Source: an optimization exercise on an open RTL-to-GDS flow (aim: small area, a short achievable clock period and few clock cycles per item). Production flows keep margins and buffers that such runs may drop.
The RTL was checked by simulation tests, not by an equivalence proof against the original design.
Power is estimated from default activity; no workload was simulated.

Setup of the previous run:
## vrtb_ts
module vrtb_ts (
    input  wire        clk,
    input  wire        rst,
    input  wire        start,
    input  wire        next,
    input  wire [95:0] t0,
    input  wire [63:0] k0,
    input  wire [31:0] blk_size,
    input  wire [31:0] rate,
    output wire        ready,
    output reg         ts_valid,
    output wire [31:0] ts_sec,
    output wire [39:0] ts_frac,
    output wire        ts_err
);
Size in the first run: roughly 3,800 cells after synthesis, ~600 flip-flops, about 300 I/O pins.
==> flow/config.mk <==
export PLATFORM = sky130hd
export DESIGN_NAME = vrtb_ts
export DESIGN_NICKNAME = vrtb_ts
export VERILOG_FILES = /design/flow/design.v
export SDC_FILE = /design/flow/constraint.sdc
export NUM_CORES = 4
export LEC_CHECK = 0
export CAP_MARGIN = 20
export CORE_MARGIN = 2
export CORE_UTILIZATION = 40
export SETUP_SLACK_MARGIN = 4.5
export SLEW_MARGIN = 20
==> flow/constraint.sdc <==
create_clock -name core_clock -period 8.0 [get_ports {clk}]
set_input_delay 1.6000 -clock core_clock [delete_from_list [all_inputs] [get_ports {clk}]]
set_output_delay 1.6000 -clock core_clock [all_outputs]
set_load 0.01 [all_outputs]
run.sh (not shown) runs the stock make flow with config.mk's settings and CLKGATE_MAP_FILE= SYNTH_SCRIPT=/design/flow/synth_recipe.tcl, a recipe that flattens the netlist after the stock synthesis.
Testbench counts of the previous run, summed over its fixed seeds: cycles 4,032, items 1,152.
### the previous run -> the current run
--- a/flow/design.v
+++ b/flow/design.v
@@ -169,52 +169,53 @@
     wire        idx_m1 = (idx[63:1] == {63{1'b1}}) && !idx[0];
     wire [5:0]  rmsb  = msb32(r_r);
     wire [30:0] ps_hi = PS[39:9];
     wire [30:0] rem_i = ps_hi >> (5'd31 - rmsb[4:0]);
     wire [63:0] hv   = phase ? idx : {32'd0, y_sec};
     wire        hbit = hv[cnt];
     reg        n_kx, n_dbl, n_add, n_ld, n_cin, n_cpy, n_cps, n_ys0, n_t, n_nx;
     reg [3:0]  n_state;
     reg [5:0]  n_cnt;
     reg        n_phase, n_kz, n_bz;
     wire       acc_next = (state == S_IDLE) && !start && next;
+    wire [3:0] t0_wait = (tcnt[5:1] == 5'd0) ? S_IDLE : S_T0;
     task k_pass;
         begin
             n_kz    = kzero;
             n_phase = 1'b1;
             n_cnt   = kmsb - 6'd1;
-            n_state = (kzero || kmsb == 6'd0) ? S_T0 : S_HDBL;
+            n_state = (kzero || kmsb == 6'd0) ? t0_wait : S_HDBL;
         end
     endtask
     task h_end;
         begin
             if (!phase) begin
                 n_state = S_CP2;
             end else begin
                 n_kz    = 1'b0;
-                n_state = S_T0;
+                n_state = t0_wait;
             end
         end
     endtask
     always @(*) begin
         n_kx = 1'b1; n_dbl = 1'b0; n_add = 1'b0; n_ld = 1'b0; n_cin = 1'b0;
         n_cpy = 1'b0; n_cps = 1'b0; n_ys0 = 1'b0; n_t = 1'b0; n_nx = 1'b0;
         n_state = state; n_cnt = cnt; n_phase = phase; n_kz = kz; n_bz = bz;
         case (state)
             S_IDLE: begin
                 if (start) begin
                     n_bz    = 1'b0;
                     n_state = S_LD;
                 end else if (next) begin
                     if (first) begin
-                        n_nx = 1'b1;
+                        n_nx = 1'b1; n_t = 1'b1; n_kx = !kz;
                     end else if (wrap) begin
                         n_state = S_WRAP;
                     end else begin
                         n_nx  = 1'b1;
                         n_add = 1'b1;
                     end
                 end
             end
             S_WRAP: begin
                 n_nx = 1'b1; n_kx = 1'b0; n_t = 1'b1;
                 n_state = S_IDLE;
@@ -237,48 +238,46 @@
                 n_state = S_HDBL;
             end
             S_BZ: begin
                 n_kx    = 1'b0;
                 n_bz    = 1'b1;
                 n_state = S_CP2;
             end
             S_CP2: begin
                 n_cpy = 1'b1; n_cps = 1'b1;
                 if (bz) begin
                     n_kz    = 1'b1;
-                    n_state = S_T0;
+                    n_state = t0_wait;
                 end else
                     k_pass;
             end
             S_HDBL: begin
                 n_dbl = 1'b1;
                 if (hbit) begin
                     n_state = S_HADD;
                 end else if (cnt != 6'd0) begin
                     n_cnt = cnt - 6'd1;
                 end else
                     h_end;
             end
             S_HADD: begin
                 n_add = 1'b1; n_ys0 = !phase;
                 if (cnt != 6'd0) begin
                     n_cnt   = cnt - 6'd1;
                     n_state = S_HDBL;
                 end else
                     h_end;
             end
             S_T0: begin
-                if (tcnt == 6'd0) begin
-                    n_t = 1'b1; n_kx = !kz;
+                if (tcnt[5:1] == 5'd0)
                     n_state = S_IDLE;
-                end
             end
             default: n_state = S_IDLE;
         endcase
         if (n_dbl) n_kx = 1'b0;
     end
     always @(posedge clk) begin
         a_ra  <= n_dbl ? {rem_n, n_cin} : n_kx ? {1'b0, rem_n} :
                  n_ld  ? {2'b00, rem_i} : 33'd0;
         a_rbs <= n_add ? y_rem  : 32'd0;
         a_rbd <= n_add ? y_remn : ~r_r;
         a_ci  <= !n_add;
Findings:
Delta (the current run minus the previous run): global-route usage has decreased; routed wire length went down by about 4%; share of power burned in the clock network grew by 1.2 points.
Looking at the current run and the previous run, the simple-gate area share of the yosys netlist is a wash.
Count of plain and timing-repair buffers for the current run: about 6.5% down relative to the previous run
For the current run, the startpoint of the most critical setup path was b_fb[0], unlike the previous run, where it was b_fa[0].
Testbench counts of the current run, summed over its fixed seeds: cycles 3,984, items 1,152.

---

Another version of the RTL of vrtb_ts (not shown whole).
Size in the first run: about 3700 cells after synthesis, ~300 I/O pins.
Settings: LEC_CHECK=0, CAP_MARGIN=20, CORE_MARGIN=2, CORE_UTILIZATION=40, SETUP_SLACK_MARGIN=4.5, SLEW_MARGIN=20, TNS_END_PERCENT=0; clock period 8.0 ns.
Testbench counts at the start, summed over its fixed seeds: cycles 3,984, items 1,152.
Rerun with:
--- a/flow/design.v
+++ b/flow/design.v
@@ -94,24 +94,25 @@
     reg [31:0] y_remn;
     reg [31:0] r_r;
     reg [63:0] idx;
     reg [31:0] t_sec;
     reg        t_ovf;
     reg        t_hi;       
     reg [27:0] t_rem;
     reg [11:0] t_lo;
     wire [39:0] t_frac = {t_rem, t_lo};
     reg        a_kx, a_dbl, a_add, a_t, a_cpy, a_cps, a_ys0, a_nx;
     reg        b_cpy, b_cps, b_nx;
     reg [32:0] a_ra;
+    reg [31:0] a_rbs;
     reg [31:0] a_rbd;
     reg        a_ci;
     reg [40:0] b_fa;
     reg [32:0] b_sa;
     reg        b_oa;
     reg [39:0] b_fb;
     reg [31:0] b_sb;
     reg        b_ob;
     reg        b_fc;
     reg        ready_r;
     assign ready   = ready_r;
     assign ts_sec  = b_sa[31:0];
@@ -126,25 +127,25 @@
         end
     endfunction
     function [5:0] msb64(input [63:0] v);
         integer i;
         begin
             msb64 = 6'd0;
             for (i = 0; i < 64; i = i + 1)
                 if (v[i]) msb64 = i[5:0];
         end
     endfunction
     wire [32:0] rs;
     wire        rs_c;
-    vrtb_ts_add #(33, 6) u_rs (.a(a_ra), .b({1'b0, a_add ? y_rem : 32'd0}), .ci(1'b0), .s(rs), .co(rs_c));
+    vrtb_ts_add #(33, 6) u_rs (.a(a_ra), .b({1'b0, a_rbs}), .ci(1'b0), .s(rs), .co(rs_c));
     wire [33:0] rd;
     wire        rd_c;
     vrtb_ts_add #(34, 6) u_rd (.a({1'b0, a_ra}), .b({2'b11, a_rbd}), .ci(a_ci), .s(rd), .co(rd_c));
     wire        cr    = !rd[33];
     wire [31:0] rem_n = cr ? rd[31:0] : rs[31:0];
     wire [40:0] fs;
     wire        fs_c;
     vrtb_ts_add #(41, 6) u_fs (.a(b_fa), .b({1'b0, b_fb}), .ci(b_fc), .s(fs), .co(fs_c));
     wire [41:0] nps = ~{2'b00, PS};
     wire [41:0] fa2 = {1'b0, b_fa};
     wire [41:0] fb2 = {2'b00, b_fb};
     wire [41:0] fp  = fa2 ^ fb2 ^ nps;
@@ -282,24 +283,25 @@
             end
             S_T0: begin
                 if (tcnt[5:1] == 5'd0)
                     n_state = S_IDLE;
             end
             default: n_state = S_IDLE;
         endcase
         if (n_dbl) n_kx = 1'b0;
     end
     always @(posedge clk) begin
         a_ra  <= n_dbl ? {rem_n, n_cin} : n_kx ? {1'b0, rem_n} :
                  n_ld  ? {2'b00, rem_i} : 33'd0;
+        a_rbs <= n_add ? y_rem  : 32'd0;
         a_rbd <= n_add ? y_remn : ~r_r;
         a_ci  <= !n_add;
         if (a_cpy) begin
             y_rem  <= a_ra[31:0];
             y_remn <= rd[31:0];
         end
         b_fa  <= a_dbl ? {frac_n, cr} : a_kx ? {1'b0, frac_n} : 41'd0;
         b_sa  <= a_dbl ? {ss[31:0], 1'b0} : a_kx ? {1'b0, ss[31:0]} : 33'd0;
         b_oa  <= (a_dbl | a_kx) & ovf_n;
         b_fb  <= a_add ? y_frac : a_t ? t_frac : 40'd0;
         b_sb  <= a_add ? (a_ys0 ? {31'd0, r1} : y_sec) : a_t ? t_sec : 32'd0;
         b_ob  <= a_t & t_ovf;
What happened: The new run went through all stages and came out clean. Worst setup slack gains 0.46 ns. Power increases slightly. Utilization goes up by 0.63 points. Worst hold slack barely changes. Cell area rose by a few percent. Synthesized cell count came out higher slightly. Combinational power rises slightly. Count of clock-buffer cells in the layout came out higher by 8. Die area grows slightly.
Testbench counts after the change, summed over its fixed seeds: cycles 3,984, items 1,152.

==> static timing again, ports no longer ideal <==
The results above use ideal ports. As a check the final layouts listed here were re-extracted and re-timed, cells and wires unchanged. Step 1 (the two cells are an assumption about what drives the block):
set clk [get_ports {clk}]
set_driving_cell -lib_cell sky130_fd_sc_hd__clkbuf_16 $clk
set_driving_cell -lib_cell sky130_fd_sc_hd__buf_2 [delete_from_list [all_inputs] $clk]
Step 2 also shifts input and output timing later by t, the mid clock arrival at the registers, as if the neighbouring blocks saw the same clock. Three values: ideal ports, drivers, drivers and shift; two values: the first two.
| run | t, ns | setup WS [ns] | worst register clock-pin slew, ns | worst slew at a driven data input, ns | pins driven straight from the clock port |
|---|---|---|---|---|---|
| the previous run | 0.677 | 4.109 / 4.109 / 3.952 | 0.06 / 0.06 | 0.09 | 1 |
| the current run | 0.685 | 3.839 / 3.839 / 3.839 | 0.07 / 0.07 | 0.08 | 1 |
| the first run of note 2 | 0.671 | 3.555 / 3.555 / 3.274 | 0.06 / 0.06 | 0.11 | 1 |
| the second run of note 2 | 0.681 | 4.019 / 4.019 / 3.558 | 0.06 / 0.06 | 0.07 | 1 |
After both steps every run listed still meets setup and hold. The setup slack of the second run of note 2, which loses most, moves by 0.000 ns with the drivers and by -0.461 ns with both steps.
